This design comes from an exercise in tuning for small area, a short achievable clock period and few clock cycles per item on the open sky130 flow, not from production work. Only simulation tests tie the RTL to the original design; equivalence was not proved. Power and IR drop assume default switching activity.

==> flow/design.v (excerpt) <==
module emrka_top (
    input  wire        clk,
    input  wire        rst_n,
    input  wire        sel,
    input  wire        wr,
    input  wire [4:0]  addr,
    input  wire [1:0]  size,
    input  wire [31:0] wdata,
    output reg  [31:0] rdata,
    output reg         err
);
==> flow/config.mk <==
export PLATFORM = sky130hd
export DESIGN_NAME = emrka_top
export DESIGN_NICKNAME = emrka_top
export VERILOG_FILES = /design/flow/design.v
export SDC_FILE = /design/flow/constraint.sdc
export NUM_CORES = 4
export LEC_CHECK = 0
export ABC_CLOCK_PERIOD_IN_PS = 3000
export CAP_MARGIN = 20
export CORE_MARGIN = 2
export CORE_UTILIZATION = 60
export PLACE_DENSITY = 0.7
export SETUP_SLACK_MARGIN = 2.0
export SLEW_MARGIN = 20
export TNS_END_PERCENT = 2
==> flow/constraint.sdc <==
create_clock -name core_clock -period 5.5 [get_ports {clk}]
set_input_delay 1.1000 -clock core_clock [delete_from_list [all_inputs] [get_ports {clk}]]
set_output_delay 1.1000 -clock core_clock [all_outputs]
set_load 0.01 [all_outputs]
run.sh (not shown) runs the stock make flow with config.mk's settings and CLKGATE_MAP_FILE= SYNTH_SCRIPT=/design/flow/synth_recipe.tcl, a recipe that flattens the netlist after the stock synthesis.
Testbench counts at the start, summed over its fixed seeds: cycles 15,218, items 384.
Then changed:
CORE_UTILIZATION = 50   (was 60)
PLACE_DENSITY = 0.65   (was 0.7)
Die area went up by 19%.
Final cell count went up by 3.4%.
Routed wire length went up by 3.3%.
Power went up by 1.0%.
Global-route usage went down by 4.5 points.
Sequential share of layout area went down by 0.55 points.
Worst setup slack got worse by 0.074 ns.
Then changed:
CORE_UTILIZATION = 40   (was 50)
PLACE_DENSITY = 0.6   (was 0.65)
TNS_END_PERCENT = 10   (was 2)
Effect: Via count drops by 1.7%. Worst setup slack improved by 0.074 ns. Sequential share of layout area shrinks by 0.53 points.
Then changed:
CAP_MARGIN = 10   (was 20)
CTS_BUF_LIST = sky130_fd_sc_hd__clkbuf_8   (was unset)
SLEW_MARGIN = 10   (was 20)
Routed wire length hardly moves.
Global-route usage is about the same.
Register-to-register slack loses 0.04 ns.
Clock power is lower by 14%.
Fmax came out lower by 1.4%.
Die area does not change.
Core utilization came out lower by 0.17 points.
Setup slack loses 0.051 ns.
Via count rose by 0.84%.
Synthesized area stays the same.


The RTL this note starts from:
==> flow/design.v <==
module emrka_top (
    input  wire        clk,
    input  wire        rst_n,
    input  wire        sel,
    input  wire        wr,
    input  wire [4:0]  addr,
    input  wire [1:0]  size,
    input  wire [31:0] wdata,
    output reg  [31:0] rdata,
    output reg         err
);
    localparam [2:0] R_KEY_LO  = 3'd0,
                     R_KEY_HI  = 3'd1,
                     R_DIN_LO  = 3'd2,
                     R_DIN_HI  = 3'd3,
                     R_DOUT_LO = 3'd4,
                     R_DOUT_HI = 3'd5,
                     R_CTRL    = 3'd6,
                     R_STATUS  = 3'd7;
    reg [63:0] key_q;
    reg [63:0] din_q;
    reg [63:0] dout_q;    
    reg        dv_q;      
    reg        busy_q;
    reg        done_q;
    reg        err_cmd_q;
    reg        err_busy_q;
    reg [31:0] h_q;
    reg [31:0] l_q;       
    reg [4:0]  p_q;       
    reg        f_q;       
    reg        mode_q;    
    wire       admit  = (size == 2'b10) && (addr[1:0] == 2'b00);
    wire [2:0] reg_ix = addr[4:2];
    wire       do_wr  = sel && admit &&  wr;
    wire wr_droppable = (reg_ix != R_DOUT_LO) && (reg_ix != R_DOUT_HI) &&
                        (reg_ix != R_STATUS);
    wire busy_drop = do_wr && busy_q && wr_droppable;
    wire wr_ok     = do_wr && !busy_q;
    wire cmd_hi0   = (wdata[31:2] == 30'd0);
    wire cmd_write = wr_ok && (reg_ix == R_CTRL);
    wire start     = cmd_write && cmd_hi0 && (wdata[1] ^ wdata[0]);
    wire cmd_bad   = cmd_write && !(cmd_hi0 && !(wdata[1] && wdata[0]));
    wire st_write  = do_wr && (reg_ix == R_STATUS);
    wire       rd_ok  = sel && !wr && admit;
    wire       s_dl   = (reg_ix == R_DIN_LO);
    wire       s_dh   = (reg_ix == R_DIN_HI);
    wire       s_ol   = (reg_ix == R_DOUT_LO) && dv_q;
    wire       s_oh   = (reg_ix == R_DOUT_HI) && dv_q;
    wire       s_st   = (reg_ix == R_STATUS);
    wire [31:0] rsel  = ({32{s_dl}} & din_q[31:0])
                      | ({32{s_dh}} & din_q[63:32])
                      | ({32{s_ol}} & dout_q[31:0])
                      | ({32{s_oh}} & dout_q[63:32])
                      | ({32{s_st}} & {28'd0, err_busy_q, err_cmd_q, done_q, busy_q});
    always @(*) begin
        rdata = {32{rd_ok}} & rsel;
        err   = sel && !admit;
    end
    wire [4:0]  p   = p_q;
    wire [2:0]  ri  = f_q ? 3'd0 : p_q[2:0] + 3'd1;   
    wire [31:0] la  = l_q + {27'd0, p};           
    wire [31:0] pz  = {27'd0, p};
    wire [31:0] cs  = h_q ^ l_q ^ pz;
    wire [31:0] cc  = (h_q & l_q) | (h_q & pz) | (l_q & pz);
    wire [31:0] hn;
    add2_sk u_add (.a(cs), .b({cc[30:0], 1'b0}), .s(hn));
    reg  [31:0] lr;                               
    always @(*) begin
        case (ri)
            3'd0: lr = {la[30:0], la[31]};        
            3'd1: lr = {la[2:0],  la[31:3]};      
            3'd2: lr = {la[27:0], la[31:28]};     
            3'd3: lr = {la[23:0], la[31:24]};     
            3'd4: lr = {la[14:0], la[31:15]};     
            3'd5: lr = {la[19:0], la[31:20]};     
            3'd6: lr = {la[28:0], la[31:29]};     
            default: lr = {la[17:0], la[31:18]};  
        endcase
    end
    wire [31:0] xn  = lr ^ hn;                    
    wire        k_use   = busy_q ? mode_q : wdata[1];
    wire [63:0] k_eff   = k_use ? key_q : 64'd0;
    wire [63:0] t_start = din_q ^ k_eff;
    wire        fin     = !f_q && (p_q == 5'd31);
    wire [31:0] wd_r  = wdata & {32{rst_n}};
    wire        we_kl = !rst_n || (wr_ok && reg_ix == R_KEY_LO);
    wire        we_kh = !rst_n || (wr_ok && reg_ix == R_KEY_HI);
    wire        we_dl = !rst_n || (wr_ok && reg_ix == R_DIN_LO);
    wire        we_dh = !rst_n || (wr_ok && reg_ix == R_DIN_HI);
    wire [63:0] res   = {h_q, la} ^ k_eff;
    always @(posedge clk) begin
        if (we_kl) key_q[31:0]  <= wd_r;
        if (we_kh) key_q[63:32] <= wd_r;
        if (we_dl) din_q[31:0]  <= wd_r;
        if (we_dh) din_q[63:32] <= wd_r;
        if (busy_q && fin) dout_q <= res;
    end
    always @(posedge clk) begin
        if (!rst_n) begin
            busy_q     <= 1'b0;
            done_q     <= 1'b0;
            dv_q       <= 1'b0;
            err_cmd_q  <= 1'b0;
            err_busy_q <= 1'b0;
        end else begin
            if (busy_drop)
                err_busy_q <= 1'b1;
            if (cmd_bad)
                err_cmd_q <= 1'b1;
            if (st_write) begin
                if (wdata[1]) done_q     <= 1'b0;
                if (wdata[2]) err_cmd_q  <= 1'b0;
                if (wdata[3]) err_busy_q <= 1'b0;
            end
            if (start) begin
                busy_q <= 1'b1;
                done_q <= 1'b0;
            end
            if (busy_q && fin) begin
                dv_q   <= 1'b1;
                busy_q <= 1'b0;
                done_q <= 1'b1;
            end
        end
    end
    always @(posedge clk) begin
        if (!busy_q) begin
            h_q     <= t_start[63:32];
            l_q     <= t_start[31:0];
            f_q     <= 1'b1;
            p_q     <= 5'd0;
            mode_q  <= wdata[1];
        end else begin
            h_q     <= hn;
            l_q     <= xn;
            f_q     <= 1'b0;
            p_q     <= f_q ? 5'd0 : p_q + 5'd1;
        end
    end
endmodule
module add2_sk (input wire [31:0] a, input wire [31:0] b, output wire [31:0] s);
    reg  [31:0] g [0:5];
    reg  [31:0] t [0:5];
    integer k, i;
    always @(*) begin
        g[0] = a & b;
        t[0] = a ^ b;
        for (k = 0; k < 5; k = k + 1)
            for (i = 0; i < 32; i = i + 1)
                if (((i >> k) & 1) == 1) begin
                    g[k+1][i] = g[k][i] | (t[k][i] & g[k][((i >> k) << k) - 1]);
                    t[k+1][i] = t[k][i] & t[k][((i >> k) << k) - 1];
                end else begin
                    g[k+1][i] = g[k][i];
                    t[k+1][i] = t[k][i];
                end
    end
    assign s = a ^ b ^ {g[5][30:0], 1'b0};
endmodule
==> flow/config.mk <==
export PLATFORM = sky130hd
export DESIGN_NAME = emrka_top
export DESIGN_NICKNAME = emrka_top
export VERILOG_FILES = /design/flow/design.v
export SDC_FILE = /design/flow/constraint.sdc
export NUM_CORES = 4
export LEC_CHECK = 0
export ABC_CLOCK_PERIOD_IN_PS = 3000
export CAP_MARGIN = 20
export CORE_MARGIN = 2
export CORE_UTILIZATION = 50
export PLACE_DENSITY = 0.65
export SETUP_SLACK_MARGIN = 2.0
export SLEW_MARGIN = 20
export TNS_END_PERCENT = 10
==> flow/constraint.sdc <==
create_clock -name core_clock -period 5.5 [get_ports {clk}]
set_input_delay 1.1000 -clock core_clock [delete_from_list [all_inputs] [get_ports {clk}]]
set_output_delay 1.1000 -clock core_clock [all_outputs]
set_load 0.01 [all_outputs]
Testbench counts at the start, summed over its fixed seeds: cycles 15,218, items 384.
Edit:
- CORE_UTILIZATION: 50 -> 60
- PLACE_DENSITY: 0.65 -> 0.7
- TNS_END_PERCENT: 10 -> 2
=>
- The new run finished clean
- final area goes down slightly
- total power rose slightly
- worst setup slack improved by 58 ps
- clock skew went down by 9.3 ps
- clock-buffer cell count grows by 1
- routed wire length increases by a few percent
- via count went up slightly
- hold slack loses 24 ps
- die area drops by about a fifth
- synthesized cell count is unchanged
Edit:
- CORE_UTILIZATION: 60 -> 55
The new run produced a clean layout.
Utilization fell by 3.6 points.
Area after synthesis does not change.
Die area increases by a little under a tenth.
Maximum frequency came out lower slightly.
Final area rose by a few percent.
Routed wire length stays flat.
Register-to-register slack degrades by 120 ps.
Power hardly moves.
Combinational power barely changes.
Sequential power hardly moves.

[separate check: timing with driven ports]
The results above use ideal ports. As a check the final layouts listed here were re-extracted and re-timed, cells and wires unchanged.
Step 1, drivers: a clkbuf_16 drives clk and a buf_2 each remaining input, both assumed.
Step 2 times the ports against the registers' clock, not the clock port: input delays grow and output delays shrink by t, the midpoint of the rising clock arrivals with the driver on.
Slacks: no drivers / after step 1 / after step 2; pairs: no drivers / after step 1.
run | t, ns | slack for setup (ns) | slew at the worst register clock pin (ns)
the first run of note 1 | 0.607 | 1.935 / 1.908 / 1.744 | 0.08 / 0.08
the second run of note 1 | 0.627 | 1.861 / 1.859 / 1.565 | 0.07 / 0.07
the third run of note 1 | 0.604 | 1.936 / 1.909 / 1.611 | 0.07 / 0.07
the fourth run of note 1 | 0.623 | 1.885 / 1.867 / 1.483 | 0.07 / 0.07
the first run of note 2 | 0.596 | 1.857 / 1.826 / 1.677 | 0.07 / 0.07
the second run of note 2 | 0.597 | 1.915 / 1.897 / 1.775 | 0.07 / 0.07
the third run of note 2 | 0.595 | 1.866 / 1.834 / 1.547 | 0.07 / 0.07
After both steps setup and hold are still met in every run listed. The setup slack of the fourth run of note 1, which loses most, moves by -0.018 ns with the drivers and by -0.402 ns with both steps.
